This is an optimization exercise on Yosys and OpenROAD, whose aim is small area, not a production implementation. The RTL was checked by simulation tests, not by an equivalence proof against the original design. Power and IR drop assume default switching activity.

==> flow/design.v <==
module saes_sbox (
    input  wire [3:0] x,
    output wire [3:0] y
);
    assign y[0] = (~x[3] & x[2] & ~x[1]) | (~x[3] & ~x[1] & ~x[0]) | (x[3] & x[2] & x[1]) | (x[1] & x[0]);
    assign y[1] = (~x[3] & ~x[2] & x[1]) | (x[3] & ~x[2] & ~x[1]) | (x[3] & x[2] & x[1]) | (x[3] & x[0]);
    assign y[2] = (~x[3] & ~x[2] & ~x[1] & x[0]) | (x[3] & x[2]) | (x[3] & ~x[1] & ~x[0]) |
                  (x[2] & ~x[1] & ~x[0]) | (x[2] & x[1] & x[0]);
    assign y[3] = (~x[3] & ~x[2] & x[1]) | (~x[3] & ~x[0]) | (x[3] & x[2] & ~x[1]) | (x[2] & ~x[0]);
endmodule
module saes_affinv (
    input  wire [3:0] y,
    output wire [3:0] x
);
    assign x = {~(y[1] ^ y[3]), ~(y[0] ^ y[2]), y[2], ~y[3]};
endmodule
module saes_core (
    input  wire        clk,
    input  wire        rst,      
    input  wire        req,
    input  wire        we,
    input  wire [3:0]  addr,
    input  wire [15:0] wdata,
    output reg         ack,
    output wire [15:0] rdata
);
    localparam [3:0] I_DOUT = 4'd0, I_R1I = 4'd1, I_K1 = 4'd2, I_IV = 4'd5,
                     I_RK0 = 4'd6, I_CHAIN = 4'd7, I_DIN = 4'd8;
    localparam [3:0] OP_GMUL = 4'h1, OP_SUBN = 4'h2, OP_ISUBN = 4'h3, OP_SHROW = 4'h4,
                     OP_MIXC = 4'h5, OP_IMIXC = 4'h6, OP_KEXP = 4'h7, OP_ENC = 4'h8,
                     OP_DEC  = 4'h9, OP_CBCI = 4'hA, OP_CBCE = 4'hB, OP_CBCD = 4'hC;
    localparam [1:0] S_IDLE = 2'd0, S_CLR = 2'd1, S_WAIT = 2'd2, S_RUN = 2'd3;
    localparam [2:0] F_S = 3'd0, F_Z = 3'd1, F_SB = 3'd2, F_MC = 3'd3,
                     F_AF = 3'd5, F_KS = 3'd6;
    localparam [2:0] X_0 = 3'd0, X_P = 3'd1, X_SRP = 3'd2, X_GM = 3'd3, X_WD = 3'd4,
                     X_CMD = 3'd5, X_ST = 3'd6;
    reg  [143:0] ring;
    wire [15:0]  P = ring[143:128];
    reg  [3:0]   ph;
    reg  [15:0]  S;
    reg  [7:0]   cmd_code;
    reg          cv, eany;
    reg          kv;        
    reg  [1:0]   ecode;
    reg  [1:0]   st;
    reg  [2:0]   rv;        
    reg  [1:0]   stg;       
    assign rdata = S;
    wire [3:0] opc = cmd_code[7:4];
    wire [1:0] vv  = cmd_code[3:2];
    wire [3:0] sn3, sn2, sn1, sn0;
    saes_sbox u_s3 (.x(S[15:12]), .y(sn3));
    saes_sbox u_s2 (.x(S[11:8]),  .y(sn2));
    saes_sbox u_s1 (.x(S[7:4]),   .y(sn1));
    saes_sbox u_s0 (.x(S[3:0]),   .y(sn0));
    wire [15:0] sb_s = {sn3, sn2, sn0, sn1};            
    wire [15:0] af_s;
    saes_affinv u_a3 (.y(S[15:12]), .x(af_s[15:12]));
    saes_affinv u_a2 (.y(S[11:8]),  .x(af_s[11:8]));
    saes_affinv u_a1 (.y(S[7:4]),   .x(af_s[7:4]));
    saes_affinv u_a0 (.y(S[3:0]),   .x(af_s[3:0]));
    function [3:0] mul4(input [3:0] v);
        mul4 = {v[1], v[0] ^ v[3], v[3] ^ v[2], v[2]};
    endfunction
    wire [15:0] mc_x = {mul4(S[7:4]), mul4(S[3:0]), mul4(S[15:12]), mul4(S[11:8])};
    reg         rc2;        
    wire [7:0]  ks_t = sb_s[7:0] ^ (rc2 ? 8'h30 : 8'h80);
    wire [15:0] ks_x = {ks_t, S[15:8] ^ ks_t};
    reg [2:0]  fsel;
    reg [2:0]  xsel;
    reg        pw;
    reg [15:0] fv, xv;
    wire gm_bit = P[3'd7 - {1'b0, rv[1:0]}];
    always @(*) begin
        case (fsel)
            F_Z:     fv = 16'h0000;
            F_SB:    fv = sb_s;
            F_AF:    fv = af_s;
            default: fv = S;
        endcase
        case (xsel)
            X_P:     xv = P;
            X_SRP:   xv = {P[15:8], P[3:0], P[7:4]};
            X_GM:    xv = {12'h000, P[3:0] & {4{gm_bit}}};
            X_WD:    xv = wdata;
            X_CMD:   xv = {8'h00, cmd_code};
            X_ST:    xv = {12'h000, eany, ecode, cv};
            default: xv = 16'h0000;
        endcase
        if (fsel == F_MC) xv = mc_x;
        if (fsel == F_KS) xv = ks_x;
    end
    wire [15:0] s_next  = fv ^ xv;
    wire [15:0] port_in = pw ? s_next : P;
    wire [7:0] code = wdata[7:0];
    reg legal;
    always @(*) begin
        legal = 1'b0;
        if (code[1:0] == 2'b00) begin
            case (code[7:4])
                4'h0, 4'h1, 4'h2, 4'h3, 4'h4, 4'h5, 4'h6, 4'h7, 4'hA:
                    legal = (code[3:2] == 2'b00);
                4'h8, 4'h9, 4'hB, 4'hC:
                    legal = (code[3:2] != 2'b11);
                default:
                    legal = 1'b0;
            endcase
        end
    end
    wire needs_chain = (code[7:4] == OP_CBCE) || (code[7:4] == OP_CBCD);
    reg [3:0] aid;         
    always @(*) begin
        case (addr)
            4'h1:    aid = 4'd2;
            4'h2:    aid = 4'd3;
            4'h3:    aid = 4'd4;
            4'h4:    aid = I_IV;
            4'h7:    aid = I_DOUT;
            4'h8:    aid = I_R1I;
            4'h9:    aid = I_CHAIN;
            4'h0:    aid = I_DIN;
            default: aid = I_RK0;
        endcase
    end
    wire a_ring = (addr <= 4'h4) || ((addr >= 4'h7) && (addr <= 4'hC));
    wire       enc_t = (opc == OP_ENC) || (opc == OP_CBCE);
    wire [1:0] kidx  = enc_t ? stg : (vv - stg);           
    wire [3:0] kslot = {2'b00, kidx} + 4'd2;
    wire       mid3  = (vv == 2'd2) && (stg == 2'd1);
    wire       dstg  = enc_t ? mid3 : !mid3;
    wire       first = (stg == 2'd0);
    wire       last  = (stg == vv);
    wire       tail  = (stg == vv + 2'd1);
    wire       slast = (rv == (dstg ? 3'd7 : 3'd4));
    wire       keyrv = (rv == 3'd0) || (rv == 3'd2) || slast;
    wire [1:0] nstep = (rv == 3'd2) ? 2'd1 : ((rv == 3'd0) ^ dstg) ? 2'd0 : 2'd2;
    reg [1:0] st_n;
    reg [2:0] rv_n;
    reg [1:0] stg_n;
    reg       ack_n;
    reg       endrev;     
    always @(*) begin
        fsel   = F_S;
        xsel   = X_0;
        pw     = 1'b0;
        rc2    = 1'b0;
        st_n   = st;
        rv_n   = rv;
        stg_n  = stg;
        ack_n  = 1'b0;
        endrev = 1'b0;
        case (st)
            S_IDLE: begin
                if (ph == I_RK0) begin
                    fsel = F_Z; xsel = X_P;
                end else if (ph == I_RK0 + 4'd1 && kv) begin
                    fsel = F_KS;
                end else if (ph == I_RK0 + 4'd2 && kv) begin
                    fsel = F_KS; rc2 = 1'b1;
                end
                if (req && !ack) begin
                    if (we) begin
                        if (addr <= 4'h4) begin
                            if (ph == aid) begin
                                fsel = F_Z; xsel = X_WD; pw = 1'b1; ack_n = 1'b1;
                            end
                        end else begin
                            ack_n = 1'b1;
                            if (addr == 4'h5 && legal && !(needs_chain && !cv) && code[7:4] != 4'h0)
                                st_n = S_WAIT;
                        end
                    end else if (addr >= 4'hA && addr <= 4'hC) begin
                        if (ph == I_RK0 + addr - 4'hA) ack_n = 1'b1;
                    end else if (a_ring) begin
                        if (ph == aid) begin
                            fsel = F_Z; xsel = X_P; ack_n = 1'b1;
                        end
                    end else begin
                        fsel = F_Z; ack_n = 1'b1;
                        xsel = (addr == 4'h5) ? X_CMD : (addr == 4'h6) ? X_ST : X_0;
                    end
                end
            end
            S_CLR: begin
                fsel = F_Z; pw = 1'b1;
                if (ph == 4'd8) st_n = S_IDLE;
            end
            S_WAIT: begin
                rv_n = 3'd0; stg_n = 2'd0;
                if (ph == 4'd0) st_n = S_RUN;
            end
            default: begin  
                if (opc == OP_KEXP) begin
                    if (ph == I_K1) begin fsel = F_Z; xsel = X_P; end
                    if (ph == I_RK0) pw = 1'b1;
                    endrev = 1'b1;
                end else if (opc == OP_CBCI) begin
                    if (ph == I_IV) begin fsel = F_Z; xsel = X_P; end
                    if (ph == I_CHAIN) pw = 1'b1;
                    endrev = 1'b1;
                end else if (opc == OP_GMUL) begin
                    if (ph == I_DIN) begin
                        fsel = (rv == 3'd0) ? F_Z : F_S; xsel = X_GM;
                    end
                    if ((ph == 4'd0 && rv != 3'd3) || (ph == 4'd1 && rv != 3'd0)) fsel = F_MC;
                    if (ph == 4'd0 && rv == 3'd3) pw = 1'b1;
                    endrev = (rv == 3'd3);
                end else if (opc <= OP_IMIXC) begin
                    if (rv == 3'd0) begin
                        if (ph == I_DIN) begin
                            fsel = F_Z;
                            xsel = (opc == OP_MIXC || opc == OP_IMIXC) ? X_P : X_SRP;
                        end
                    end else begin
                        case (opc)
                            OP_SUBN:  if (ph == 4'd1) fsel = F_SB;
                            OP_ISUBN: if (ph == 4'd1 || ph == 4'd3) fsel = F_AF;
                                      else if (ph == 4'd2) fsel = F_SB;
                            OP_MIXC:  if (ph == 4'd1) fsel = F_MC;
                            OP_IMIXC: if (rv != 3'd4 || ph == 4'd1 || ph == 4'd2) fsel = F_MC;
                            default: ;
                        endcase
                        if (opc != OP_IMIXC || rv == 3'd4) begin
                            if (ph == 4'd0) pw = 1'b1;
                            endrev = 1'b1;
                        end
                    end
                end else if (tail) begin
                    if (opc == OP_CBCD && rv == 3'd0) begin
                        if (ph == I_DIN) begin fsel = F_Z; xsel = X_P; end
                    end else begin
                        if (ph == I_CHAIN) pw = 1'b1;
                        endrev = 1'b1;
                    end
                end else if (keyrv) begin
                    if (ph == kslot) begin
                        fsel = F_Z; xsel = X_P;
                    end else if (ph == kslot + 4'd1 && nstep != 2'd0) begin
                        fsel = F_KS;
                    end else if (ph == kslot + 4'd2 && nstep == 2'd2) begin
                        fsel = F_KS; rc2 = 1'b1;
                    end else if (ph == I_CHAIN) begin
                        if ((first && rv == 3'd0 && opc == OP_CBCE) ||
                            (last && slast && opc == OP_CBCD))
                            xsel = X_P;
                    end else if (ph == I_DIN) begin
                        if (first && rv == 3'd0) xsel = X_P;
                    end else if (ph == I_DOUT) begin
                        if (!(first && rv == 3'd0)) xsel = X_P;
                        if (slast) pw = 1'b1;                
                    end
                    if (slast && last && opc != OP_CBCE && opc != OP_CBCD)
                        endrev = 1'b1;
                end else begin
                    if (!dstg) begin
                        if (rv == 3'd1) begin
                            if (ph == 4'd1) fsel = F_SB;
                            else if (ph == 4'd2) fsel = F_MC;
                        end else begin
                            if (ph == I_R1I && opc == OP_ENC && vv == 2'd0) pw = 1'b1;
                            else if (ph == 4'd2) fsel = F_SB;
                        end
                    end else begin
                        if (rv == 3'd1) begin
                            if (ph == 4'd1 || ph == 4'd3) fsel = F_AF;
                            else if (ph == 4'd2) fsel = F_SB;
                        end else if (rv != 3'd6) begin
                            fsel = F_MC;                      
                        end else begin
                            if (ph == 4'd1 || ph == 4'd2) fsel = F_MC;
                            else if (ph == 4'd3 || ph == 4'd5) fsel = F_AF;
                            else if (ph == 4'd4) fsel = F_SB;
                        end
                    end
                    if (ph == I_DOUT && !(dstg && (rv == 3'd3 || rv == 3'd4 || rv == 3'd5))) pw = 1'b1;
                end
                if (ph == 4'd0) begin
                    if (endrev) st_n = S_IDLE;
                    else if (!(opc >= OP_ENC) || tail || !slast) rv_n = rv + 3'd1;
                    else begin
                        rv_n  = 3'd0;
                        stg_n = stg + 2'd1;
                    end
                end
            end
        endcase
    end
    always @(posedge clk) begin
        ring <= {ring[127:0], port_in};
        S    <= s_next;
        rv   <= rv_n;
        stg  <= stg_n;
        if (rst) begin
            ph       <= 4'd0;
            st       <= S_CLR;
            ack      <= 1'b0;
            cmd_code <= 8'h00;
            cv       <= 1'b0;
            kv       <= 1'b0;
            ecode    <= 2'b00;
            eany     <= 1'b0;
        end else begin
            ph  <= (ph == 4'd8) ? 4'd0 : ph + 4'd1;
            st  <= st_n;
            ack <= ack_n;
            if (st == S_IDLE && req && !ack && we && addr == 4'h5) begin
                cmd_code <= code;
                if (!legal) begin
                    ecode <= 2'b01;
                    eany  <= 1'b1;
                end else if (needs_chain && !cv) begin
                    ecode <= 2'b10;
                    eany  <= 1'b1;
                end else begin
                    ecode <= 2'b00;
                    if (code[7:4] == OP_CBCI) cv <= 1'b1;
                    if (code[7:4] == OP_KEXP) kv <= 1'b1;
                end
            end
        end
    end
endmodule
==> flow/flow/run.sh <==
#!/bin/bash
# Own layout flow: the standard flow, except that
#  - synthesis maps the logic with an area-oriented ABC script
#    (flow/abc_area.script), as the best of several seeds (flow/abc_multi.tcl),
#    and without Yosys's adder extraction;
#  - the port buffers are the smallest buffer;
#  - clock tree synthesis inserts no dummy loads.
# The registers, their names and cell types are those of the standard synthesis.
set -euo pipefail
WORK=$(pwd)

# ORFS scripts with our ABC step in place of the single ABC call
rm -rf "$WORK/scripts_area"
cp -r "$FLOW_HOME/scripts" "$WORK/scripts_area"
python3 - "$WORK/scripts_area/synth.tcl" "$WORK/flow/abc_multi.tcl" <<'PY'
import sys
path, multi = sys.argv[1], sys.argv[2]
s = open(path).read()
old = "  log_cmd abc {*}$abc_args\n"
assert s.count(old) == 1
s = s.replace(old, "  source %s\n" % multi)
open(path, "w").write(s)
PY
export FLOW_ABC_TEMPLATE="$WORK/flow/abc_area.script"

bash standard.sh synth SCRIPTS_DIR="$WORK/scripts_area" ADDER_MAP_FILE= \
    > "$WORK/synth.log" 2>&1
CTS="-sink_clustering_enable -repair_clock_nets -sink_clustering_size 20"
CTS="$CTS -sink_clustering_max_diameter 100 -buf_list sky130_fd_sc_hd__clkbuf_8 -dont_use_dummy_load"
bash standard.sh finish "BUFFER_PORTS_ARGS=-buffer_cell sky130_fd_sc_hd__buf_1" "CTS_ARGS=$CTS" \
    > "$WORK/layout.log" 2>&1
test -f "$WORK/out/final.def"
==> flow/flow/abc_area.script <==
strash
&get -n
&deepsyn -S @SEED@ -T 60
&dch
&nf -R 1000
&put
topo
==> flow/flow/abc_multi.tcl <==
# Sourced by synthesis in place of its single ABC call: map the logic several
# times with flow/abc_area.script, each time with another deepsyn seed
# (@SEED@), and keep the mapping with the smallest area.
set abc_tries 4
design -save abc_pre
set best_area ""
set best_i -1
for {set i 0} {$i < $abc_tries} {incr i} {
  design -load abc_pre
  set in [open $::env(FLOW_ABC_TEMPLATE) r]
  set txt [read $in]
  close $in
  set sc $::env(OBJECTS_DIR)/abc_try_$i.script
  set out [open $sc w]
  puts -nonewline $out [string map [list @SEED@ $i] $txt]
  close $out
  set try_args $abc_args
  lset try_args [expr {[lsearch -exact $try_args -script] + 1}] $sc
  log_cmd abc {*}$try_args
  set rpt $::env(OBJECTS_DIR)/abc_try_$i.stat
  tee -q -o $rpt stat {*}$lib_args
  set fh [open $rpt r]
  set st [read $fh]
  close $fh
  regexp {Chip area for module '[^']*': ([0-9.]+)} $st -> area
  puts "ABC try $i: area $area"
  if { $best_area eq "" || $area < $best_area } {
    set best_area $area
    set best_i $i
    design -save abc_best
  }
}
design -load abc_best
puts "ABC best try $best_i: area $best_area"
==> flow/standard.sh <==
#!/bin/bash
# synth_recipe.tcl (not shown) runs the flow's synth.tcl, then flattens the netlist and writes it again
# the make line also repeats each setting of config.mk as NAME=value (left out here)
make -C /OpenROAD-flow-scripts/flow DESIGN_CONFIG=/design/flow/config.mk WORK_HOME=/design/flow/orfs CLKGATE_MAP_FILE= SYNTH_SCRIPT=/design/flow/synth_recipe.tcl "${@:-finish}"
==> flow/config.mk <==
export PLATFORM = sky130hd
export DESIGN_NAME = saes_core
export DESIGN_NICKNAME = saes_core
export VERILOG_FILES = /design/flow/design.v
export SDC_FILE = /design/flow/constraint.sdc
export NUM_CORES = 4
export LEC_CHECK = 0
export ABC_AREA = 1
export CAP_MARGIN = 20
export CORE_MARGIN = 2
export CORE_UTILIZATION = 40
export CTS_BUF_LIST = sky130_fd_sc_hd__clkbuf_8
export CTS_CLUSTER_DIAMETER = 100
export CTS_CLUSTER_SIZE = 20
export SLEW_MARGIN = 20
==> flow/constraint.sdc <==
create_clock -name core_clock -period 20.0 [get_ports {clk}]
set_input_delay 4.0000 -clock core_clock [delete_from_list [all_inputs] [get_ports {clk}]]
set_output_delay 4.0000 -clock core_clock [all_outputs]
set_load 0.01 [all_outputs]
==> flow_summary.ini, run 1 <==
[cells_and_area]
multi_input_area_um2 = 2750
nNetsFinal = 721
regArea_um2 = 3750
fillers = 1578
fin_cells = 911
antenna_cells = 0
area_growth_pct = 10.3
post-route-util = 0.454
drive_above_1_share = 0.0302

[place]
dp_cells = 894
dp_slack_ns = 12.02
gp_congestion = 0.954
port_buffers = 40
post-dp-hpwl_mm = 11.7

[pwr]
ir_worst_vdd_uv = 85.3
p_leak_uw = 0.00259
p_per_area_nw_per_um2 = 78.5
power_uw = 570

[worst_setup_path]
crit_arrival_ns = 7.92
cpMostUsedCell = a21oi_1
cpMaxStageDelayCell = and3_1
end_kind = register
cp.required_ns = 20.33
reg2regPathDepth = 18
start_kind = input port
crit_chain = buf_1, xnor2_1, nor4b_1, o21ai_0, o32ai_1, a21oi_1, nor2_1, a21boi_0, a21oi_1, nor3_1, and3_1, clkinv_1, o21ai_0, a21oi_1, a211oi_1, xnor2_1, mux2_1
worstPathMaxFanout = 17
slowest_delay_ns = 0.65
worstSetupPathType = in -> reg

[synth]
synth_top_area_frac = 0.547
synth-async-reset-ratio = 0
ys.flop_type = dfxtp_1
synth_edf_count = 5
yosys_warnings = 1
synth_cell_type_count = 51
ys_top_cells_by_area = dfxtp_1 55%, xnor2_1 4.4%, o21ai_0 3.8%
yosysSeqAreaShare = 0.570
syn_nets = 659
netlist_instances = 635
syn_area_um2 = 6580
ys_seq_elements = 185
avgSynthCellArea_um2 = 10.4
synth.largest_area_cell = dfxtp_1

[timing]
max_freq_ghz = 0.132
skew_ns = 0.0304
fin_crit_ns = 7.59
fin_crit_sh = 0.380
grt_setup_unrepaired = no
setup_tns_ns = 0
hold_viol = 0
worst_pin_slew_ns = 0.965
relSlewSlack = 0.355
timing.final.ws_setup_ns = 12.41
slew_violations = 0
setup_violations = 0

[grt]
grt_pass1_wl_mm = 26.8
grt_antenna_before_repair = 0
gr-total-overflow = 0
grt_max_degree = 18
grt_pass1_vias = 4993
track_usage = 0.194

[floorplanning]
placementRows = 46
fp.coreArea_um2 = 16000
design.die.area_um2 = 17500
io_pins = 41
initial_core_util = 0.411
die_h_um = 132
die_w_um = 132

[outcome]
status = timing/DRC/antenna clean

[cts]
clock_latency_ns = 0.45
cts_tree = built
ctsLongestPathBuffers = 2
cts_made_buffers = 17
cts_root_buffer = clkbuf_8
cts.repair.resized = 0
clock_sinks = 185
path_clk_slew_ns = 0.09
cts_htree_levels = 4
ctsHoldBuffers = 0
cts_setup_buffers = 0

[min_path]
holdPathStages = 0
hold_path.class = reg -> reg

[routing]
ant_nets = 0
drc = 0
firstDrtPassIters = 5
wl_per_cell_um = 18.1
vias_per_cell = 5.60
first_iter_violations = 486
vias = 5105
drt-total-wl_mm = 16.5

[flow_run]
cap_violations = 0
worst max-delay path, delay by kind of cell:
family | cells | cell delay (ns)
xor+xnor | 2 | 0.31
mux | 1 | 0.29
compound gates | 8 | 1.45
buf+inv | 2 | 0.66
simple gates | 4 | 1.20
cells in the mapped netlist, drive strengths merged (3+ instances only):
cell type  count
a32o           3
clkinv        22
o21ai         50
a2111oi        3
a22oi         13
xor2          17
nor2b         10
a221oi         3
mux2          16
a211oi         3
a21boi         3
and2           3
a21oi         32
a222oi        23
o22ai          5
o31ai          3
a31oi          6
nand2b        16
and3           7
nor2          48
nand3         17
xnor2         33
nand2         48
dfxtp        180
o211ai         7
a22o           7
edfxtp         5
nor3          15
nand3b         3
cell families (layout without fill, tap and decap cells):
family                 after synthesis  in the layout  synth area share
flip-flops                         185            185             0.570
AND/OR/NAND/NOR                    183            183             0.135
AO/OA/AOI/OAI                      176            176             0.182
XOR/XNOR                            50             50            0.0665
buffers and inverters               22             82            0.0125
multiplexers                        19             19            0.0338
sequential cells by signal (all words and copies together) (netlist names):
signal    cells
st            2
S            16
ecode         2
rv            3
stg           2
kv            1
cv            1
ph            4
cmd_code      8
ring        144
eany          1
ack           1
final cells by class:
class                           count  share of cell area
Sequential cell                   185               0.517
Multi-Input combinational cell    428               0.378
Tap cell                          216              0.0372
Clock buffer                       17              0.0322
Timing Repair Buffer               43              0.0238
Inverter                           22              0.0114
placed cells by master (no fill, tap or decap), types with 3 or more instances in the layout:
master / count
o31ai_1: 3
nor2b_1: 10
and2_0: 3
nor2_1: 48
nand3b_1: 3
o21ai_0: 49
buf_4: 3
a31oi_1: 6
buf_1: 40
o22ai_1: 5
a21boi_0: 3
nand2b_1: 16
clkbuf_8: 17
a211oi_1: 3
xor2_1: 17
nor3_1: 15
a22o_1: 7
nand3_1: 17
nand2_1: 48
a221oi_1: 3
dfxtp_1: 180
o211ai_1: 7
xnor2_1: 33
a21oi_1: 32
a22oi_1: 13
a2111oi_0: 3
and3_1: 7
a222oi_1: 23
edfxtp_1: 5
mux2_1: 16
a32o_1: 3
clkinv_1: 22
path summary, 6_finish.rpt:
kind | start | end | slack (ns)
worst max-delay path | addr[1] | ring[14] | 12.41
worst min-delay path | ring[40] | ring[56] | 0.31
worst max register to register | cmd_code[5] | ring[14] | 14.66
worst min register to register | ring[40] | ring[56] | 0.31
power by group:
part           internal (µW)  total [µW]  leakage (µW)  switching, µW
registers                370         372       0.00149           1.81
logic                   5.77        16.7      0.000972           10.9
clock network           75.2         181      0.000122            106
total                    451         570       0.00259            119
routing by layer:
metal  part of all wire  GRT usage  wire (µm)  vias up
met4              0.015     0.0699        242        0
met3              0.056     0.0531        915       21
li1                   -          -          -     2458
met5                  0          0          0        -
met2               0.46      0.298       7580      177
met1               0.47      0.264       7730     2449
metrics by stage:
stage	hold slack, ns	instance area, µm²
global placement	0.310	7030
floorplan	0.310	6580
detailed placement	0.312	7030
finish	0.315	7260
CTS	0.315	7260
global route	0.319	7260
==> run 2, diff against run 1 <==
--- a/flow/design.v
+++ b/flow/design.v
@@ -31,5 +31,5 @@
                      OP_DEC  = 4'h9, OP_CBCI = 4'hA, OP_CBCE = 4'hB, OP_CBCD = 4'hC;
     localparam [1:0] S_IDLE = 2'd0, S_CLR = 2'd1, S_WAIT = 2'd2, S_RUN = 2'd3;
-    localparam [2:0] F_S = 3'd0, F_Z = 3'd1, F_SB = 3'd2, F_MC = 3'd3,
+    localparam [2:0] F_S = 3'd0, F_Z = 3'd1, F_SBA = 3'd2, F_MC = 3'd3, F_SBB = 3'd4,
                      F_AF = 3'd5, F_KS = 3'd6;
     localparam [2:0] X_0 = 3'd0, X_P = 3'd1, X_SRP = 3'd2, X_GM = 3'd3, X_WD = 3'd4,
@@ -49,15 +49,13 @@
     wire [3:0] opc = cmd_code[7:4];
     wire [1:0] vv  = cmd_code[3:2];
-    wire [3:0] sn3, sn2, sn1, sn0;
-    saes_sbox u_s3 (.x(S[15:12]), .y(sn3));
-    saes_sbox u_s2 (.x(S[11:8]),  .y(sn2));
+    wire [3:0] sn1, sn0;
     saes_sbox u_s1 (.x(S[7:4]),   .y(sn1));
     saes_sbox u_s0 (.x(S[3:0]),   .y(sn0));
-    wire [15:0] sb_s = {sn3, sn2, sn0, sn1};            
-    wire [15:0] af_s;
-    saes_affinv u_a3 (.y(S[15:12]), .x(af_s[15:12]));
-    saes_affinv u_a2 (.y(S[11:8]),  .x(af_s[11:8]));
-    saes_affinv u_a1 (.y(S[7:4]),   .x(af_s[7:4]));
-    saes_affinv u_a0 (.y(S[3:0]),   .x(af_s[3:0]));
+    wire [15:0] sba_s = {sn0, sn1, S[15:8]};
+    wire [15:0] sbb_s = {sn1, sn0, S[15:8]};
+    wire [3:0] an1, an0;
+    saes_affinv u_a1 (.y(S[7:4]),   .x(an1));
+    saes_affinv u_a0 (.y(S[3:0]),   .x(an0));
+    wire [15:0] af_s = {an1, an0, S[15:8]};
     function [3:0] mul4(input [3:0] v);
         mul4 = {v[1], v[0] ^ v[3], v[3] ^ v[2], v[2]};
@@ -65,5 +63,5 @@
     wire [15:0] mc_x = {mul4(S[7:4]), mul4(S[3:0]), mul4(S[15:12]), mul4(S[11:8])};
     reg         rc2;        
-    wire [7:0]  ks_t = sb_s[7:0] ^ (rc2 ? 8'h30 : 8'h80);
+    wire [7:0]  ks_t = {sn0, sn1} ^ (rc2 ? 8'h30 : 8'h80);
     wire [15:0] ks_x = {ks_t, S[15:8] ^ ks_t};
     reg [2:0]  fsel;
@@ -75,5 +73,6 @@
         case (fsel)
             F_Z:     fv = 16'h0000;
-            F_SB:    fv = sb_s;
+            F_SBA:   fv = sba_s;
+            F_SBB:   fv = sbb_s;
             F_AF:    fv = af_s;
             default: fv = S;
@@ -214,7 +213,9 @@
                     end else begin
                         case (opc)
-                            OP_SUBN:  if (ph == 4'd1) fsel = F_SB;
-                            OP_ISUBN: if (ph == 4'd1 || ph == 4'd3) fsel = F_AF;
-                                      else if (ph == 4'd2) fsel = F_SB;
+                            OP_SUBN:  if (ph == 4'd1) fsel = F_SBA;
+                                      else if (ph == 4'd2) fsel = F_SBB;
+                            OP_ISUBN: if (ph == 4'd1 || ph == 4'd2 || ph == 4'd5 || ph == 4'd6) fsel = F_AF;
+                                      else if (ph == 4'd3) fsel = F_SBA;
+                                      else if (ph == 4'd4) fsel = F_SBB;
                             OP_MIXC:  if (ph == 4'd1) fsel = F_MC;
                             OP_IMIXC: if (rv != 3'd4 || ph == 4'd1 || ph == 4'd2) fsel = F_MC;
@@ -255,20 +256,24 @@
                     if (!dstg) begin
                         if (rv == 3'd1) begin
-                            if (ph == 4'd1) fsel = F_SB;
-                            else if (ph == 4'd2) fsel = F_MC;
+                            if (ph == 4'd1) fsel = F_SBA;
+                            else if (ph == 4'd2) fsel = F_SBB;
+                            else if (ph == 4'd3) fsel = F_MC;
                         end else begin
                             if (ph == I_R1I && opc == OP_ENC && vv == 2'd0) pw = 1'b1;
-                            else if (ph == 4'd2) fsel = F_SB;
+                            else if (ph == 4'd2) fsel = F_SBA;
+                            else if (ph == 4'd3) fsel = F_SBB;
                         end
                     end else begin
                         if (rv == 3'd1) begin
-                            if (ph == 4'd1 || ph == 4'd3) fsel = F_AF;
-                            else if (ph == 4'd2) fsel = F_SB;
+                            if (ph == 4'd1 || ph == 4'd2 || ph == 4'd5 || ph == 4'd6) fsel = F_AF;
+                            else if (ph == 4'd3) fsel = F_SBA;
+                            else if (ph == 4'd4) fsel = F_SBB;
                         end else if (rv != 3'd6) begin
                             fsel = F_MC;                      
                         end else begin
                             if (ph == 4'd1 || ph == 4'd2) fsel = F_MC;
-                            else if (ph == 4'd3 || ph == 4'd5) fsel = F_AF;
-                            else if (ph == 4'd4) fsel = F_SB;
+                            else if (ph == 4'd3 || ph == 4'd4 || ph == 4'd7 || ph == 4'd8) fsel = F_AF;
+                            else if (ph == 4'd5) fsel = F_SBA;
+                            else if (ph == 4'd6) fsel = F_SBB;
                         end
                     end
==> run 2 against run 1 <==
  * Still clean
  * Hold slack about the same
  * Wire length up 3.1%
  * Non-clock buffer count down 1
  * Utilization down 0.13 points
  * Cell count down 0.55%
  * Count of clock-buffer cells in the layout unchanged
  * Sequential cell count unchanged
  * Synthesized cell count down 0.63%
  * Critical path depth up 1
  * Clock power about the same
  * Largest power group unchanged
  * Highest routed layer unchanged
==> flow_summary.ini, run 2 <==
[flow_run]
cap_violations = 0

[place]
post_dp_cell_area_um2 = 6970
gp_congestion = 0.896
port_buffers = 40
post-dp-hpwl_mm = 12.0
dp_cells = 889
dp_slack_ns = 11.57

[grt]
grt_pass1_vias = 4962
grt_use_met2 = 0.327
grtUsageMet1 = 0.258
grt_use_met3 = 0.0415
grt_busiest_layer = met2
grt_pass1_wl_mm = 27.1
grt_max_degree = 23
gr-total-overflow = 0
track_usage = 0.197
grt_antenna_before_repair = 0

[pwr]
p_sw_uw = 126
seqPwrFrac = 0.644
p_leak_uw = 0.00265
clkPwrFrac = 0.316
power.internal_uw = 454
p_per_area_nw_per_um2 = 80.4
swShare = 0.217
ir_worst_vdd_uv = 51.1
p_comb_frac = 0.040

[worst_setup_path]
r2r_setup_slack_ns = 14.19
worstSetupPathType = in -> reg
r2r-end = ring[15]
cpMaxStageDelayCell = a211oi_1
worstPathMaxFanout = 19
r2r-start = cmd_code[4]
start_kind = input port
crit_chain = buf_1, nor2_1, nor2_1, o21ai_0, a21oi_1, a311oi_1, nor2_1, a21boi_0, or3b_1, and3_1, a21oi_1, a211oi_1, nand3_1, nand2_1, nor2_2, a21oi_1, mux2_1, mux2_1
slowest_delay_ns = 0.69
crit_arrival_ns = 8.40
end_kind = register
cp.required_ns = 20.32
reg2regPathDepth = 18

[min_path]
hold_path.class = reg -> reg
holdPathStages = 0
holdCritStartpoint = ring[84]
hold_path_end = ring[100]

[cts]
ctsHoldBuffers = 0
cts_root_buffer = clkbuf_8
clock_latency_ns = 0.46
cts_made_buffers = 17
clock_sinks = 185
ctsLongestPathBuffers = 2
cts_setup_buffers = 0
cts_htree_levels = 4
cts.repair.resized = 0
path_clk_slew_ns = 0.08
cts_tree = built

[timing]
grt_setup_unrepaired = no
fin_crit_sh = 0.404
fin_crit_ns = 8.08
skew_ns = 0.0428
worst_pin_slew_ns = 0.878
relSlewSlack = 0.415
setup_violations = 0
slew_violations = 0
timing.final.ws_setup_ns = 11.92
setup_tns_ns = 0
hold_viol = 0
max_freq_ghz = 0.124

[outcome]
status = timing/DRC/antenna clean

[cells_and_area]
fillers = 1525
reg_top3 = ring (144), S (16), cmd_code (8)
layout_commonest_cell = dfxtp_1
regArea_um2 = 3750
nNetsFinal = 716
fin_cells = 906
largest_reg_flops = 144
largest_register = ring
area_growth_pct = 10.4
antenna_cells = 0
drive_above_1_share = 0.0333
finalInstanceArea_um2 = 7210
layout_common_cells = 180 x dfxtp_1, 51 x nor2_1, 51 x nand2_1
multi_input_area_um2 = 2730

[synth]
synth_most_common_cell = dfxtp_1
yosys_warnings = 1
synth_edf_count = 5
synth_cell_type_count = 50
ys_top_cells_by_area = dfxtp_1 55%, o21ai_0 3.1%, nor2_1 3.1%
netlist_instances = 631
syn_area_um2 = 6530
avgSynthCellArea_um2 = 10.4
syn_nets = 655
synth_common_cells = 180 x dfxtp_1, 54 x nor2_1, 51 x nand2_1, 41 x o21ai_0, 36 x a21oi_1
synth.largest_area_cell = dfxtp_1
synth_top_area_frac = 0.552
yosysSeqAreaShare = 0.575
ys.flop_type = dfxtp_1
ys_seq_elements = 185
synth-async-reset-ratio = 0

[floorplanning]
io_pins = 41
die_w_um = 132
design.die.area_um2 = 17400
initial_core_util = 0.410
fp.coreArea_um2 = 15900
placementRows = 46
die_h_um = 132

[routing]
drt-total-wl_mm = 17.0
drc = 0
first_iter_violations = 521
vias_per_cell = 5.62
ant_nets = 0
wl_per_cell_um = 18.7
vias = 5091
firstDrtPassIters = 5
## run 2: cell count changes after synthesis, sizes merged, moves of 7 or more
cell	change
nand2b	-7
a222oi	-7
o21ai	-9
xnor2	-11
## run 2: critical path, delay by kind of cell
kind	cells	cell delay [ns]
and+or+nand+nor	8	1.90
buffers and inverters	1	0.18
muxes	2	0.62
AOI/OAI and AO/OA	7	1.70
## run 2: layout make-up
cell class / count / share of cell area
Clock buffer: 17 / 0.0324
Inverter: 16 / 0.00832
Multi-Input combinational cell: 430 / 0.379
Sequential cell: 185 / 0.520
Tap cell: 216 / 0.0375
Timing Repair Buffer: 42 / 0.0229
## run 2: cells by family (layout without fill, tap and decap cells)
logic type | count (synthesis) | after routing | synth area share
XOR/XNOR | 45 | 45 | 0.0603
flip-flops | 185 | 185 | 0.575
AND/OR/NAND/NOR | 188 | 188 | 0.136
buffers and inverters | 16 | 75 | 0.00919
AO/OA/AOI/OAI | 176 | 176 | 0.184
multiplexers | 21 | 21 | 0.0354
## run 2: per-stage QoR
step / power [µW] / hold WS (ns) / util
6_report: 580 / 0.315 / 0.453
5_1_grt: 603 / 0.314 / 0.453
4_1_cts: 586 / 0.318 / 0.452
3_5_place_dp: 405 / 0.312 / 0.437
3_3_place_gp: 405 / 0.310 / 0.437
2_1_floorplan: 395 / 0.310 / -
## run 2: per-layer routing
metal | up-vias | part of all wire
met5 | - | 0
met4 | 0 | 0.017
met3 | 25 | 0.049
met2 | 191 | 0.47
met1 | 2437 | 0.47
li1 | 2438 | -
## run 2: how the worst max path moves through the flow
| stage | startpoint | end | slack [ns] |
|---|---|---|---|
| 2_1_floorplan | addr[0] | ring[15] | 12.40 |
| 3_3_place_gp | addr[0] | ring[15] | 11.55 |
| 3_5_place_dp | addr[3] | ring[15] | 11.57 |
| 4_1_cts | addr[3] | ring[15] | 12.06 |
| 5_1_grt | addr[3] | ring[15] | 11.51 |
| 6_report | addr[3] | ring[15] | 11.92 |
## run 2: power groups by stage
stage | registers [µW] | logic, µW | clock network (µW)
after global placement | 382 | 22.5 | 0
after global routing | 374 | 25.5 | 203
after floorplan | 381 | 14.4 | 0
final | 374 | 23.0 | 183
after detailed placement | 382 | 22.6 | 0
after CTS | 374 | 22.7 | 189
==> run 3, diff against run 2 <==
--- a/flow/design.v
+++ b/flow/design.v
@@ -33,5 +33,5 @@
     localparam [2:0] F_S = 3'd0, F_Z = 3'd1, F_SBA = 3'd2, F_MC = 3'd3, F_SBB = 3'd4,
                      F_AF = 3'd5, F_KS = 3'd6;
-    localparam [2:0] X_0 = 3'd0, X_P = 3'd1, X_SRP = 3'd2, X_GM = 3'd3, X_WD = 3'd4,
+    localparam [2:0] X_0 = 3'd0, X_P = 3'd1, X_GM = 3'd3, X_WD = 3'd4,
                      X_CMD = 3'd5, X_ST = 3'd6;
     reg  [143:0] ring;
@@ -80,5 +80,4 @@
         case (xsel)
             X_P:     xv = P;
-            X_SRP:   xv = {P[15:8], P[3:0], P[7:4]};
             X_GM:    xv = {12'h000, P[3:0] & {4{gm_bit}}};
             X_WD:    xv = wdata;
@@ -208,14 +207,14 @@
                     if (rv == 3'd0) begin
                         if (ph == I_DIN) begin
-                            fsel = F_Z;
-                            xsel = (opc == OP_MIXC || opc == OP_IMIXC) ? X_P : X_SRP;
+                            fsel = F_Z; xsel = X_P;
                         end
                     end else begin
                         case (opc)
-                            OP_SUBN:  if (ph == 4'd1) fsel = F_SBA;
-                                      else if (ph == 4'd2) fsel = F_SBB;
+                            OP_SUBN:  if (ph == 4'd1 || ph == 4'd2) fsel = F_SBB;
                             OP_ISUBN: if (ph == 4'd1 || ph == 4'd2 || ph == 4'd5 || ph == 4'd6) fsel = F_AF;
-                                      else if (ph == 4'd3) fsel = F_SBA;
-                                      else if (ph == 4'd4) fsel = F_SBB;
+                                      else if (ph == 4'd3 || ph == 4'd4) fsel = F_SBB;
+                            OP_SHROW: if (ph == 4'd1) fsel = F_SBA;
+                                      else if (ph == 4'd3 || ph == 4'd4 || ph == 4'd7 || ph == 4'd8) fsel = F_AF;
+                                      else if (ph == 4'd2 || ph == 4'd5 || ph == 4'd6) fsel = F_SBB;
                             OP_MIXC:  if (ph == 4'd1) fsel = F_MC;
                             OP_IMIXC: if (rv != 3'd4 || ph == 4'd1 || ph == 4'd2) fsel = F_MC;
==> run 3 against run 2 <==
  * Still clean on timing, DRC and antenna
  * Register-to-register slack gained 0.48 ns
  * First-iteration DRC count shrank 40%
  * Hold slack gained 0.00057 ns
  * Critical path type unchanged
  * Critical endpoint is now ring[8]
==> flow_summary.ini, run 3 <==
[outcome]
status = timing/DRC/antenna clean

[grt]
grt_max_degree = 20
gr-total-overflow = 0
grt_pass1_vias = 4764
track_usage = 0.196
grt_pass1_wl_mm = 25.7
grt_antenna_before_repair = 0

[cells_and_area]
drive_above_1_share = 0.0318
area_growth_pct = 10.5
largest_reg_flops = 144
layout_common_cells = 180 x dfxtp_1, 59 x nand2_1, 48 x nor2_1
antenna_cells = 0
largest_register = ring
layout_commonest_cell = dfxtp_1
fin_cells = 877
nNetsFinal = 687
fillers = 1514
reg_top3 = ring (144), S (16), cmd_code (8)

[timing]
relSlewSlack = 0.257
fin_crit_ns = 7.75
max_freq_ghz = 0.129
worst_pin_slew_ns = 1.11
grt_setup_unrepaired = no
fin_crit_sh = 0.388
setup_violations = 0
hold_viol = 0
setup_tns_ns = 0
skew_ns = 0.0507
slew_violations = 0

[worst_setup_path]
worstSetupPathType = in -> reg
cp.required_ns = 20.32
reg2regPathDepth = 19
start_kind = input port
end_kind = register
crit_arrival_ns = 8.07
worstPathMaxFanout = 18

[routing]
wl_per_cell_um = 17.9
firstDrtPassIters = 6
drt-total-wl_mm = 15.7
vias = 4753
first_iter_violations = 313
drc = 0
vias_per_cell = 5.42
ant_nets = 0

[synth]
synth_common_cells = 180 x dfxtp_1, 59 x nand2_1, 48 x nor2_1, 36 x xnor2_1, 33 x o21ai_0
synth_edf_count = 5
yosysSeqAreaShare = 0.586
synth_most_common_cell = dfxtp_1
netlist_instances = 602
synth.largest_area_cell = dfxtp_1
synth-async-reset-ratio = 0
ys_top_cells_by_area = dfxtp_1 56%, xnor2_1 4.9%, nand2_1 3.5%
synth_top_area_frac = 0.563
ys_seq_elements = 185
yosys_warnings = 1
syn_area_um2 = 6410
syn_nets = 626
avgSynthCellArea_um2 = 10.6
synth_cell_type_count = 48
ys.flop_type = dfxtp_1

[cts]
cts.repair.resized = 0
clock_sinks = 185
cts_htree_levels = 4
cts_root_buffer = clkbuf_8
cts_made_buffers = 17
ctsHoldBuffers = 0
clock_latency_ns = 0.44
ctsLongestPathBuffers = 2
path_clk_slew_ns = 0.08
cts_setup_buffers = 0
cts_tree = built

[place]
port_buffers = 40
gp_congestion = 0.905
post-dp-hpwl_mm = 11.3
dp_cells = 860

[pwr]
ir_worst_vdd_uv = 58.8
p_leak_uw = 0.00255
power_uw = 574
p_per_area_nw_per_um2 = 81.1

[min_path]
hold_path.class = reg -> reg
holdPathStages = 0

[floorplanning]
io_pins = 41
die_w_um = 131
fp.coreArea_um2 = 15800
initial_core_util = 0.406
die_h_um = 131
placementRows = 46
design.die.area_um2 = 17000

[flow_run]
cap_violations = 0
## run 3: path summary, 6_finish.rpt
| kind | endpoint | startpoint | slack (ns) |
|---|---|---|---|
| setup reg to reg | ring[8] | cmd_code[4] | 14.67 |
| setup / recovery | ring[8] | addr[1] | 12.25 |
| hold reg to reg | ring[44] | ring[28] | 0.32 |
| hold / removal | ring[44] | ring[28] | 0.32 |
## run 3: power breakdown
part	switching, µW	internal (µW)	leakage, µW	total (µW)
clock network	105	75.3	0.000122	180
registers	2.30	370	0.00149	372
logic	13.8	7.59	0.000932	21.4
## run 3: routing by layer
layer  vias to the layer above  GRT usage  wire length [µm]
li1                       2314          -                 -
met1                      2289      0.258              7220
met2                       134      0.330              7670
met3                        16     0.0383               594
met4                         0     0.0544               208
met5                         -          0                 0
## run 3: worst max-delay path, stage by stage
cell and delay [ns]:
buf_1 0.24, or2_0 0.21, a21oi_1 0.10, o21ai_0 0.13, nand2_1 0.10, and3_1 0.20, and3_1 0.16, and2_0 0.13
buf_4 0.21, o31ai_1 0.57, and3_1 0.40, clkinv_1 0.17, nand2b_1 0.33, a21oi_2 0.22, a221oi_1 0.42, xnor2_1 0.15
mux2_1 0.32
## run 3: cell type report
class                      instances  area (µm²)  share of cell area
clock buffer                      17         234              0.0331
inverter                          12        45.0             0.00636
multi-input combinational        405        2610               0.369
sequential                       185        3750               0.530
tap                              216         270              0.0382
timing repair buffer              42         165              0.0233
## run 3: kinds of logic (layout without fill, tap and decap cells)
group,after synthesis,after routing,synth area share
muxes,18,18,0.0334
AOI/OAI and AO/OA,155,155,0.171
and+or+nand+nor,179,179,0.130
buffers and inverters,12,71,0.00703
xor gates and xnor gates,53,53,0.0725
DFF,185,185,0.586
## run 3: metrics by stage
stage | cell area, µm² | worst slack (ns) | hold slack (ns) | util
6_report | 7080 | 12.25 | 0.315 | 0.449
5_1_grt | 7080 | 11.88 | 0.315 | 0.449
4_1_cts | 7080 | 12.15 | 0.313 | 0.449
3_5_place_dp | 6840 | 11.71 | 0.312 | 0.434
3_3_place_gp | 6840 | 11.91 | 0.310 | 0.434
2_1_floorplan | 6410 | 12.52 | 0.310 | -
==> run 4, diff against run 3 <==
--- a/flow/design.v
+++ b/flow/design.v
@@ -133,4 +133,32 @@
     wire       keyrv = (rv == 3'd0) || (rv == 3'd2) || slast;
     wire [1:0] nstep = (rv == 3'd2) ? 2'd1 : ((rv == 3'd0) ^ dstg) ? 2'd0 : 2'd2;
+    wire cst    = (opc >= OP_ENC);                     
+    wire u_e1   = cst && !dstg && rv == 3'd1;
+    wire u_e3   = cst && !dstg && rv == 3'd3;
+    wire u_d1   = cst && dstg && rv == 3'd1;
+    wire u_d6   = cst && dstg && rv == 3'd6;
+    wire u_mcall = (cst && dstg && (rv == 3'd3 || rv == 3'd4 || rv == 3'd5)) ||
+                   (opc == OP_IMIXC && rv != 3'd4);
+    wire u_mc12 = u_d6 || (opc == OP_IMIXC && rv == 3'd4);
+    wire u_shr  = (opc == OP_SHROW);
+    wire u_af   = u_d1 || u_d6 || opc == OP_ISUBN || u_shr;
+    wire u_sb   = u_e1 || u_e3 || u_d1 || u_d6;
+    wire u_sn   = (opc == OP_SUBN) || (opc == OP_ISUBN) || u_shr;
+    wire u_mc7  = u_e1 || (opc == OP_MIXC);
+    task round_ops;
+        begin
+            if (u_mcall) fsel = F_MC;
+            else case (ph)
+                4'd1:    if (u_mc12) fsel = F_MC; else if (u_shr) fsel = F_SBA;
+                4'd2:    if (u_mc12) fsel = F_MC; else if (u_shr) fsel = F_SBB;
+                4'd3, 4'd4, 4'd8:
+                         if (u_af) fsel = F_AF;
+                4'd7:    if (u_af) fsel = F_AF; else if (u_mc7) fsel = F_MC;
+                4'd5:    if (u_sb) fsel = F_SBA; else if (u_sn) fsel = F_SBB;
+                4'd6:    if (u_sb || u_sn) fsel = F_SBB;
+                default: ;
+            endcase
+        end
+    endtask
     reg [1:0] st_n;
     reg [2:0] rv_n;
@@ -210,15 +238,5 @@
                         end
                     end else begin
-                        case (opc)
-                            OP_SUBN:  if (ph == 4'd1 || ph == 4'd2) fsel = F_SBB;
-                            OP_ISUBN: if (ph == 4'd1 || ph == 4'd2 || ph == 4'd5 || ph == 4'd6) fsel = F_AF;
-                                      else if (ph == 4'd3 || ph == 4'd4) fsel = F_SBB;
-                            OP_SHROW: if (ph == 4'd1) fsel = F_SBA;
-                                      else if (ph == 4'd3 || ph == 4'd4 || ph == 4'd7 || ph == 4'd8) fsel = F_AF;
-                                      else if (ph == 4'd2 || ph == 4'd5 || ph == 4'd6) fsel = F_SBB;
-                            OP_MIXC:  if (ph == 4'd1) fsel = F_MC;
-                            OP_IMIXC: if (rv != 3'd4 || ph == 4'd1 || ph == 4'd2) fsel = F_MC;
-                            default: ;
-                        endcase
+                        round_ops;
                         if (opc != OP_IMIXC || rv == 3'd4) begin
                             if (ph == 4'd0) pw = 1'b1;
@@ -253,28 +271,6 @@
                         endrev = 1'b1;
                 end else begin
-                    if (!dstg) begin
-                        if (rv == 3'd1) begin
-                            if (ph == 4'd1) fsel = F_SBA;
-                            else if (ph == 4'd2) fsel = F_SBB;
-                            else if (ph == 4'd3) fsel = F_MC;
-                        end else begin
-                            if (ph == I_R1I && opc == OP_ENC && vv == 2'd0) pw = 1'b1;
-                            else if (ph == 4'd2) fsel = F_SBA;
-                            else if (ph == 4'd3) fsel = F_SBB;
-                        end
-                    end else begin
-                        if (rv == 3'd1) begin
-                            if (ph == 4'd1 || ph == 4'd2 || ph == 4'd5 || ph == 4'd6) fsel = F_AF;
-                            else if (ph == 4'd3) fsel = F_SBA;
-                            else if (ph == 4'd4) fsel = F_SBB;
-                        end else if (rv != 3'd6) begin
-                            fsel = F_MC;                      
-                        end else begin
-                            if (ph == 4'd1 || ph == 4'd2) fsel = F_MC;
-                            else if (ph == 4'd3 || ph == 4'd4 || ph == 4'd7 || ph == 4'd8) fsel = F_AF;
-                            else if (ph == 4'd5) fsel = F_SBA;
-                            else if (ph == 4'd6) fsel = F_SBB;
-                        end
-                    end
+                    if (ph == I_R1I && opc == OP_ENC && vv == 2'd0 && !dstg && rv == 3'd3) pw = 1'b1;
+                    round_ops;
                     if (ph == I_DOUT && !(dstg && (rv == 3'd3 || rv == 3'd4 || rv == 3'd5))) pw = 1'b1;
                 end
--- a/flow/flow/abc_multi.tcl
+++ b/flow/flow/abc_multi.tcl
@@ -2,5 +2,5 @@
 # times with flow/abc_area.script, each time with another deepsyn seed
 # (@SEED@), and keep the mapping with the smallest area.
-set abc_tries 4
+set abc_tries 6
 design -save abc_pre
 set best_area ""
==> run 4 against run 3 <==
  * Still clean
  * Die area is 0.45% lower
  * Clock power hardly changed
  * Area after synthesis is 0.47% lower
  * Sequential cell count stayed put
==> flow_summary.ini, run 4 <==
[synth]
synth_edf_count = 5
synth-async-reset-ratio = 0
yosys_warnings = 1
netlist_instances = 604
synth.largest_area_cell = dfxtp_1
yosysSeqAreaShare = 0.589
ys_top_cells_by_area = dfxtp_1 57%, xor2_1 4.0%, o21ai_0 3.3%
ys_seq_elements = 185
synth_common_cells = 180 x dfxtp_1, 50 x nand2_1, 42 x o21ai_0, 36 x a21oi_1, 36 x nor2_1
avgSynthCellArea_um2 = 10.6
synth_most_common_cell = dfxtp_1
syn_area_um2 = 6380
syn_nets = 628
synth_cell_type_count = 51
synth_top_area_frac = 0.565
ys.flop_type = dfxtp_1

[routing]
first_iter_violations = 516
drt-total-wl_mm = 16.3
drc = 0
ant_nets = 0
firstDrtPassIters = 5
vias = 4840
vias_per_cell = 5.50
wl_per_cell_um = 18.6

[cells_and_area]
layout_commonest_cell = dfxtp_1
fillers = 1499
largest_register = ring
area_growth_pct = 10.7
largest_reg_flops = 144
antenna_cells = 0
drive_above_1_share = 0.0331
nNetsFinal = 690
multi_input_area_um2 = 2540
layout_common_cells = 180 x dfxtp_1, 50 x nand2_1, 42 x o21ai_0
post-route-util = 0.449
regArea_um2 = 3750
reg_top3 = ring (144), S (16), cmd_code (8)
finalInstanceArea_um2 = 7060

[cts]
cts.repair.resized = 0
cts_htree_levels = 4
ctsHoldBuffers = 0
cts_made_buffers = 17
cts_tree = built
cts_root_buffer = clkbuf_8
ctsLongestPathBuffers = 2
cts_setup_buffers = 0
clock_sinks = 185
path_clk_slew_ns = 0.09
clock_latency_ns = 0.46

[timing]
hold_viol = 0
relSlewSlack = 0.380
fin_crit_ns = 8.44
setup_tns_ns = 0
skew_ns = 0.0421
fin_crit_sh = 0.422
grt_setup_unrepaired = no
timing.final.ws_setup_ns = 11.56
hold_ws_ns = 0.307
setup_violations = 0
slew_violations = 0
max_freq_ghz = 0.118
worst_pin_slew_ns = 0.917

[grt]
track_usage = 0.199
grt_pass1_vias = 4726
gr-total-overflow = 0
grt_antenna_before_repair = 0
grt_pass1_wl_mm = 25.4
grt_max_degree = 20

[min_path]
hold_path.class = reg -> reg

[worst_setup_path]
reg2regPathDepth = 19
r2r_setup_slack_ns = 13.87
cp-startpoint = addr[0]
end_kind = register
start_kind = input port
r2r-end = ring[11]
cp.required_ns = 20.32
crit_end = ring[11]
r2r-start = cmd_code[5]
crit_arrival_ns = 8.76
worstSetupPathType = in -> reg
worstPathMaxFanout = 16

[floorplanning]
die_h_um = 130
io_pins = 41
die_w_um = 130
placementRows = 46
fp.coreArea_um2 = 15700
initial_core_util = 0.406
design.die.area_um2 = 17000

[pwr]
p_leak_uw = 0.00253
ir_worst_vdd_uv = 59.1
p_per_area_nw_per_um2 = 80.5

[place]
port_buffers = 40
post_dp_cell_area_um2 = 6820
post-dp-hpwl_mm = 11.7
gp_congestion = 0.875
dp_slack_ns = 11.22

[flow_run]
cap_violations = 0

[outcome]
status = timing/DRC/antenna clean
## run 4: cell count changes in the layout (fill, tap and decap cells not counted), sizes merged, moves of 9 or more
cell and delta:
xnor2 -18, clkinv +12, nor2 -12, xor2 +12
a21oi +11, nand2 -9, o21ai +9
## run 4: kinds of logic (layout without fill, tap and decap cells)
kind of cell | Yosys count | in the layout | synth area share
AOI/OAI and AO/OA | 170 | 170 | 0.182
xor gates and xnor gates | 47 | 47 | 0.0646
buffers and inverters | 24 | 84 | 0.0141
DFF | 185 | 185 | 0.589
muxes | 16 | 16 | 0.0283
and+or+nand+nor | 162 | 162 | 0.122
## run 4: per-stage QoR
step | instances | total power (µW)
2_1_floorplan | 604 | 388
3_3_place_gp | 863 | 395
3_5_place_dp | 863 | 394
4_1_cts | 880 | 575
5_1_grt | 880 | 590
6_report | 880 | 568
## run 4: metal layers
| metal | up-vias | share of wire | track usage |
|---|---|---|---|
| met4 | 0 | 0.023 | 0.0740 |
| met3 | 31 | 0.049 | 0.0480 |
| met5 | - | 0 | 0 |
| li1 | 2320 | - | - |
| met2 | 182 | 0.47 | 0.322 |
| met1 | 2307 | 0.46 | 0.260 |
## run 4: how the worst min path moves through the flow
stage | start | end | slack [ns] | cells after the start
global placement | ring[105] | ring[121] | 0.31 | 0
detailed placement | ring[22] | ring[38] | 0.31 | 0
finish | ring[112] | ring[128] | 0.31 | 0
floorplan | ring[84] | ring[100] | 0.31 | 0
CTS | ring[112] | ring[128] | 0.31 | 0
global route | ring[52] | ring[68] | 0.31 | 0
## run 4: worst max-delay path, stage by stage
cell	delay (ns)
buf_1	0.28
nand2b_1	0.21
o21ai_0	0.11
o22ai_1	0.13
nand3_1	0.11
a311oi_1	0.34
o21ai_0	0.19
nand2_1	0.11
a311o_1	0.28
nor2_1	0.06
nor3_1	0.24
o221a_1	0.35
clkinv_1	0.17
a2111oi_1	0.40
buf_4	0.23
or2_0	0.42
a21oi_2	0.24
a222oi_1	0.46
xnor2_1	0.13
mux2_1	0.29
## run 4: report_power, final
part	switching [µW]	internal [µW]	total (µW)	leakage, µW
combinational	9.85	4.68	14.5	0.000910
clock	107	75.2	182	0.000122
sequential	1.91	370	372	0.00149
total	118	450	568	0.00253
## run 4: layout make-up
| cell class | count | share of cell area |
|---|---|---|
| inverter | 24 | 0.0128 |
| clock buffer | 17 | 0.0331 |
| timing repair buffer | 43 | 0.0245 |
| multi-input combinational | 395 | 0.360 |
| sequential | 185 | 0.532 |
| tap | 216 | 0.0383 |
==> run 5, diff against run 4 <==
--- a/flow/design.v
+++ b/flow/design.v
@@ -139,6 +139,6 @@
     wire u_d6   = cst && dstg && rv == 3'd6;
     wire u_mcall = (cst && dstg && (rv == 3'd3 || rv == 3'd4 || rv == 3'd5)) ||
-                   (opc == OP_IMIXC && rv != 3'd4);
-    wire u_mc12 = u_d6 || (opc == OP_IMIXC && rv == 3'd4);
+                   (opc == OP_IMIXC && rv != 3'd4 && rv != 3'd0);
+    wire u_mc12 = u_d6 || (opc == OP_IMIXC && rv == 3'd4) || (opc == OP_GMUL && rv != 3'd0);
     wire u_shr  = (opc == OP_SHROW);
     wire u_af   = u_d1 || u_d6 || opc == OP_ISUBN || u_shr;
@@ -229,5 +229,5 @@
                         fsel = (rv == 3'd0) ? F_Z : F_S; xsel = X_GM;
                     end
-                    if ((ph == 4'd0 && rv != 3'd3) || (ph == 4'd1 && rv != 3'd0)) fsel = F_MC;
+                    round_ops;                          
                     if (ph == 4'd0 && rv == 3'd3) pw = 1'b1;
                     endrev = (rv == 3'd3);
@@ -254,7 +254,7 @@
                     if (ph == kslot) begin
                         fsel = F_Z; xsel = X_P;
-                    end else if (ph == kslot + 4'd1 && nstep != 2'd0) begin
-                        fsel = F_KS;
-                    end else if (ph == kslot + 4'd2 && nstep == 2'd2) begin
+                    end else if (ph == 4'd5 && nstep != 2'd0) begin
+                        fsel = F_KS;                         
+                    end else if (ph == 4'd6 && nstep == 2'd2) begin
                         fsel = F_KS; rc2 = 1'b1;
                     end else if (ph == I_CHAIN) begin
==> run 5 against run 4 <==
  * Still clean on timing, DRC and antenna
  * Die area decreased by 0.74%
  * Hold slack lost 0.012 ns
  * Area after synthesis shrank 0.77%
  * Sequential cell count unchanged
  * First-iteration DRC count fell by 6.4%
  * Final area shrank 0.28%
  * Critical path depth is 1 lower
  * Via count down 2.0%
  * Critical endpoint is now ring[8]
  * Largest cell class unchanged
  * Largest power group unchanged
==> flow_summary.ini, run 5 <==
[cts]
ctsHoldBuffers = 0
cts_htree_levels = 4
cts_tree = built
ctsLongestPathBuffers = 2
cts.repair.resized = 0
cts_setup_buffers = 0
cts_root_buffer = clkbuf_8
path_clk_slew_ns = 0.10
cts_made_buffers = 17
clock_latency_ns = 0.45
clock_sinks = 185

[timing]
slew_violations = 0
relSlewSlack = 0.288
hold_ws_ns = 0.295
fin_crit_sh = 0.409
fin_crit_ns = 8.19
skew_ns = 0.0366
setup_violations = 0
setup_tns_ns = 0
grt_setup_unrepaired = no
hold_viol = 0
worst_pin_slew_ns = 1.07
max_freq_ghz = 0.122

[place]
gp_congestion = 0.883
dp_cells = 841
post-dp-hpwl_mm = 11.1
post_dp_cell_area_um2 = 6800
port_buffers = 40

[synth]
netlist_instances = 585
ys_top_cells_by_area = dfxtp_1 57%, nand2_1 3.6%, xor2_1 3.5%
post_synth_mux_area_share = 0.0352
synthAdderAreaFrac = 0
synth_top_family_by_area = compound AO/OA/AOI/OAI gates
syn_area_um2 = 6330
synth_common_cells = 180 x dfxtp_1, 60 x nand2_1, 42 x nor2_1, 25 x o21ai_0, 25 x xor2_1
synth_top_area_frac = 0.570
ys_seq_elements = 185
synth-compound-area-share = 0.174
avgSynthCellArea_um2 = 10.8
ys.flop_type = dfxtp_1
syn_nets = 609
yosysSeqAreaShare = 0.593
yosys_warnings = 1
synth_most_common_cell = dfxtp_1
synth_edf_count = 5
synthSimpleGateAreaFrac = 0.129
synthXorXnorAreaFrac = 0.0623
synth.largest_area_cell = dfxtp_1
synth-async-reset-ratio = 0
synth_cell_type_count = 50

[worst_setup_path]
crit_arrival_ns = 8.50
worstPathMaxFanout = 19
worstSetupPathType = in -> reg
end_kind = register
r2r-start = cmd_code[6]
reg2regPathDepth = 19
cp.required_ns = 20.31
start_kind = input port
r2r-end = ring[8]
r2r_setup_slack_ns = 13.90

[floorplanning]
fp.coreArea_um2 = 15300
initial_core_util = 0.413
io_pins = 41
die_w_um = 130
design.die.area_um2 = 16800
placementRows = 45
die_h_um = 130

[routing]
vias_per_cell = 5.52
vias = 4745
ant_nets = 0
drt-total-wl_mm = 15.6
first_iter_violations = 483
firstDrtPassIters = 8
drc = 0
wl_per_cell_um = 18.1

[cells_and_area]
finalInstanceArea_um2 = 7040
area_growth_pct = 11.3
reg_top3 = ring (144), S (16), cmd_code (8)
layout_common_cells = 180 x dfxtp_1, 60 x nand2_1, 41 x nor2_1
fillers = 1487
layout_commonest_cell = dfxtp_1
drive_above_1_share = 0.0417
nNetsFinal = 673
largest_register = ring
fin_cells = 859
largest_reg_flops = 144

[pwr]
ir_worst_vdd_uv = 59.7
p_leak_uw = 0.00259
power_uw = 572
p_per_area_nw_per_um2 = 81.3

[grt]
grtUsageMet1 = 0.261
gr-total-overflow = 0
grt_antenna_before_repair = 1
track_usage = 0.195
grt_busiest_layer = met2
grt_pass1_wl_mm = 24.9
grt_use_met2 = 0.306
grt_pass1_vias = 4677
grt_use_met3 = 0.0463
grt_max_degree = 20

[min_path]
hold_path_end = ring[124]
holdPathStages = 0
hold_path.class = reg -> reg
holdCritStartpoint = ring[108]

[outcome]
status = timing/DRC/antenna clean

[flow_run]
cap_violations = 0
==> run 5: cells by family after synthesis <==
logic type,Yosys count
multiplexers,19
AND/OR/NAND/NOR,174
buffers and inverters,11
XOR/XNOR,45
flip-flops,185
AO/OA/AOI/OAI,151
==> run 5: cell type report <==
class | count | area, µm² | area share
inverters | 11 | 41.3 | 0.00586
multi-input cells | 389 | 2550 | 0.363
clock buffers | 17 | 234 | 0.0332
well taps | 211 | 264 | 0.0375
repair buffers | 45 | 191 | 0.0272
flip-flops and latches | 185 | 3750 | 0.533
diodes | 1 | 2.50 | 0.000355
==> run 5: critical path: stages <==
cell,delay [ns]
buf_1,0.21
xnor2_1,0.18
o21a_1,0.18
nand3_1,0.10
o32ai_1,0.34
o21ai_0,0.14
o31ai_1,0.10
nor3b_2,0.23
buf_4,0.30
a2111oi_0,0.13
buf_4,0.19
and2_0,0.18
and2_0,0.29
clkinv_1,0.10
nand2_1,0.20
nor2_1,0.87
a222oi_1,0.29
mux2i_1,0.17
mux2_1,0.29
==> run 5: worst max-delay path by stage <==
| stage | start | to |
|---|---|---|
| 3_5_place_dp | addr[3] | ring[8] |
| 4_1_cts | addr[3] | ring[8] |
| 6_report | addr[3] | ring[8] |
| 3_3_place_gp | addr[3] | ring[12] |
| 5_1_grt | addr[3] | ring[8] |
| 2_1_floorplan | addr[3] | ring[8] |
==> run 5: report_power, final <==
group	leakage, µW	internal, µW	switching, µW
logic	0.000978	6.24	10.8
registers	0.00149	370	2.58
clock network	0.000122	75.3	107
==> run 5: metal layers <==
| metal | vias up | wire length [µm] | part of all wire |
|---|---|---|---|
| met5 | - | 0 | 0 |
| met4 | 0 | 412 | 0.026 |
| met3 | 36 | 750 | 0.048 |
| met2 | 160 | 7200 | 0.46 |
| met1 | 2277 | 7220 | 0.46 |
| li1 | 2272 | - | - |
==> run 5: stage by stage <==
step,utilization,setup slack [ns]
after floorplan,-,11.54
after global placement,0.443,11.63
after detailed placement,0.444,11.44
after CTS,0.459,11.88
after global routing,0.460,11.50
final,0.460,11.81
==> run 6, diff against run 5 <==
--- a/flow/flow/abc_multi.tcl
+++ b/flow/flow/abc_multi.tcl
@@ -2,5 +2,5 @@
 # times with flow/abc_area.script, each time with another deepsyn seed
 # (@SEED@), and keep the mapping with the smallest area.
-set abc_tries 6
+set abc_tries 1
 design -save abc_pre
 set best_area ""
--- a/flow/config.mk
+++ b/flow/config.mk
@@ -13,3 +13,4 @@
 export CTS_CLUSTER_DIAMETER = 100
 export CTS_CLUSTER_SIZE = 20
+export GPL_TIMING_DRIVEN = 0
 export SLEW_MARGIN = 20
==> run 6 against run 5 <==
  * First-iteration DRC count down 5.6%
  * Wire length down 2.4%
  * Cell count increased by 1.2%
  * Worst setup slack improved by 0.50 ns
  * Utilization decreased by 1.1 points
  * Critical path type unchanged
  * Synthesized cell count increased by 1.7%
  * Via count is 0.48% lower
  * Fmax up 6.5%
  * Clock skew grew 0.0022 ns
  * Register-to-register slack improved by 0.48 ns
  * Sequential share of layout area fell by 0.066 points
  * Largest power group unchanged
  * Global-route usage decreased by 0.60 points
==> flow_summary.ini, run 6 <==
[outcome]
status = timing/DRC/antenna clean

[synth]
synth-async-reset-ratio = 0
synth_cell_type_count = 53
ys_top_cells_by_area = dfxtp_1 57%, xnor2_1 3.7%, nand2_1 2.9%
ys.flop_type = dfxtp_1
ys_seq_elements = 185
synth_common_cells = 180 x dfxtp_1, 50 x nand2_1, 47 x nor2_1, 29 x o21ai_0, 27 x xnor2_1
yosys_warnings = 1
syn_nets = 619
synth.largest_area_cell = dfxtp_1
synth_edf_count = 5
syn_area_um2 = 6370
synth_most_common_cell = dfxtp_1
avgSynthCellArea_um2 = 10.7
synth_top_area_frac = 0.566

[worst_setup_path]
crit_chain = buf_1, xnor2_1, xnor2_1, nand4_1, a221oi_1, nand2_1, a21o_1, nor2_1, nor2_1, a21oi_1, a41oi_1, nand3_1, nand2_1, a21oi_2, a22oi_1, xor2_1, mux2_1
path_buf_inv = 1
r2r-end = ring[5]
cp.required_ns = 20.31
worstPathMaxFanout = 17
cpMaxStageDelayCell = a21oi_2
r2r_setup_slack_ns = 14.38
worstSetupPathType = in -> reg

[timing]
timing.final.ws_setup_ns = 12.31
hold_ws_ns = 0.309
hold_viol = 0
setup_tns_ns = 0
grt_setup_unrepaired = no
fin_crit_ns = 7.69
max_freq_ghz = 0.130
fin_crit_sh = 0.384
setup_violations = 0

[routing]
vias = 4722
wl_per_cell_um = 17.5
vias_per_cell = 5.43
ant_nets = 0
firstDrtPassIters = 5
drt-total-wl_mm = 15.2

[grt]
grt_pass1_wl_mm = 24.4
grt_max_degree = 18
gr-total-overflow = 0

[pwr]
p_per_area_nw_per_um2 = 80.8
p_leak_uw = 0.00263
swShare = 0.208
p_sw_uw = 118
power.internal_uw = 451
ir_worst_vdd_uv = 94.7

[cts]
path_clk_slew_ns = 0.10
clock_sinks = 185
cts_made_buffers = 17
cts_htree_levels = 4
cts_setup_buffers = 0
cts_tree = built
ctsHoldBuffers = 0

[cells_and_area]
drive_above_1_share = 0.0337
area_growth_pct = 10.7
fillers = 1459
layout_commonest_cell = dfxtp_1
reg_top3 = ring (144), S (16), cmd_code (8)
layout_common_cells = 180 x dfxtp_1, 50 x nand2_1, 46 x nor2_1
antenna_cells = 0

[floorplanning]
die_h_um = 130
die_w_um = 130
design.die.area_um2 = 16900
io_pins = 41

[place]
port_buffers = 40
gp_congestion = 0.926
post-dp-hpwl_mm = 10.8

[min_path]
hold_path_end = ring[97]
holdPathStages = 0
holdCritStartpoint = ring[81]
==> run 6: cell types whose count changed after synthesis, sizes merged, moves of 4 or more <==
cell	previous run	this run
o22ai	4	11
xor2	25	20
o21ai	25	29
a21oi	21	25
xnor2	20	27
clkinv	11	20
and3	2	6
and2	7	2
nor2	42	47
a22oi	21	13
nand2	60	50
==> run 6: through the flow <==
stage	utilization	instance area [µm²]	cells	power (µW)
floorplan	-	6370	595	389
global placement	0.432	6790	851	397
detailed placement	0.433	6810	851	397
CTS	0.448	7040	868	576
global route	0.449	7050	869	592
finish	0.449	7050	869	569
==> run 6: power groups by stage <==
stage	logic [µW]	registers (µW)	clock network, µW
2_1_floorplan	9.46	380	0
5_1_grt	18.5	372	201
6_report	16.8	372	180
4_1_cts	16.5	372	188
3_3_place_gp	16.1	381	0
3_5_place_dp	16.4	381	0
==> run 6: cell families after synthesis <==
kind of cell	count (synthesis)	synth area share
xor+xnor	47	0.0647
buf+inv	20	0.0118
flops	185	0.590
mux	20	0.0366
simple gates	166	0.124
compound gates	157	0.174
==> run 6: final cells by class <==
type | count | area, µm² | share of cell area
clock buffer | 17 | 234 | 0.0332
tap | 216 | 270 | 0.0383
inverter | 20 | 75.1 | 0.0106
timing repair buffer | 41 | 158 | 0.0224
multi-input combinational | 390 | 2560 | 0.363
sequential | 185 | 3750 | 0.532
==> run 6: how the worst max path moves through the flow <==
stage,end,from,cells after the start,slack (ns)
5_1_grt,ring[8],addr[1],17,11.98
2_1_floorplan,ring[10],addr[2],16,12.67
6_report,ring[4],addr[2],17,12.31
4_1_cts,ring[4],addr[2],17,12.39
3_3_place_gp,ring[8],addr[2],17,11.59
3_5_place_dp,ring[4],addr[2],17,11.92
==> run 6: metal layers <==
metal / track usage / up-vias / wire length, µm
met4: 0.0677 / 0 / 229
met1: 0.261 / 2250 / 7390
met2: 0.285 / 163 / 6760
met5: 0 / - / 0
li1: - / 2289 / -
met3: 0.0500 / 20 / 818

Check on run 6: ideal ports give 12.310 ns setup slack; a clkbuf_16 on the clock port and buf_2 on the inputs give 12.327 ns; moving port delays by the midpoint clock arrival (0.474 ns) as well gives 11.853 ns.
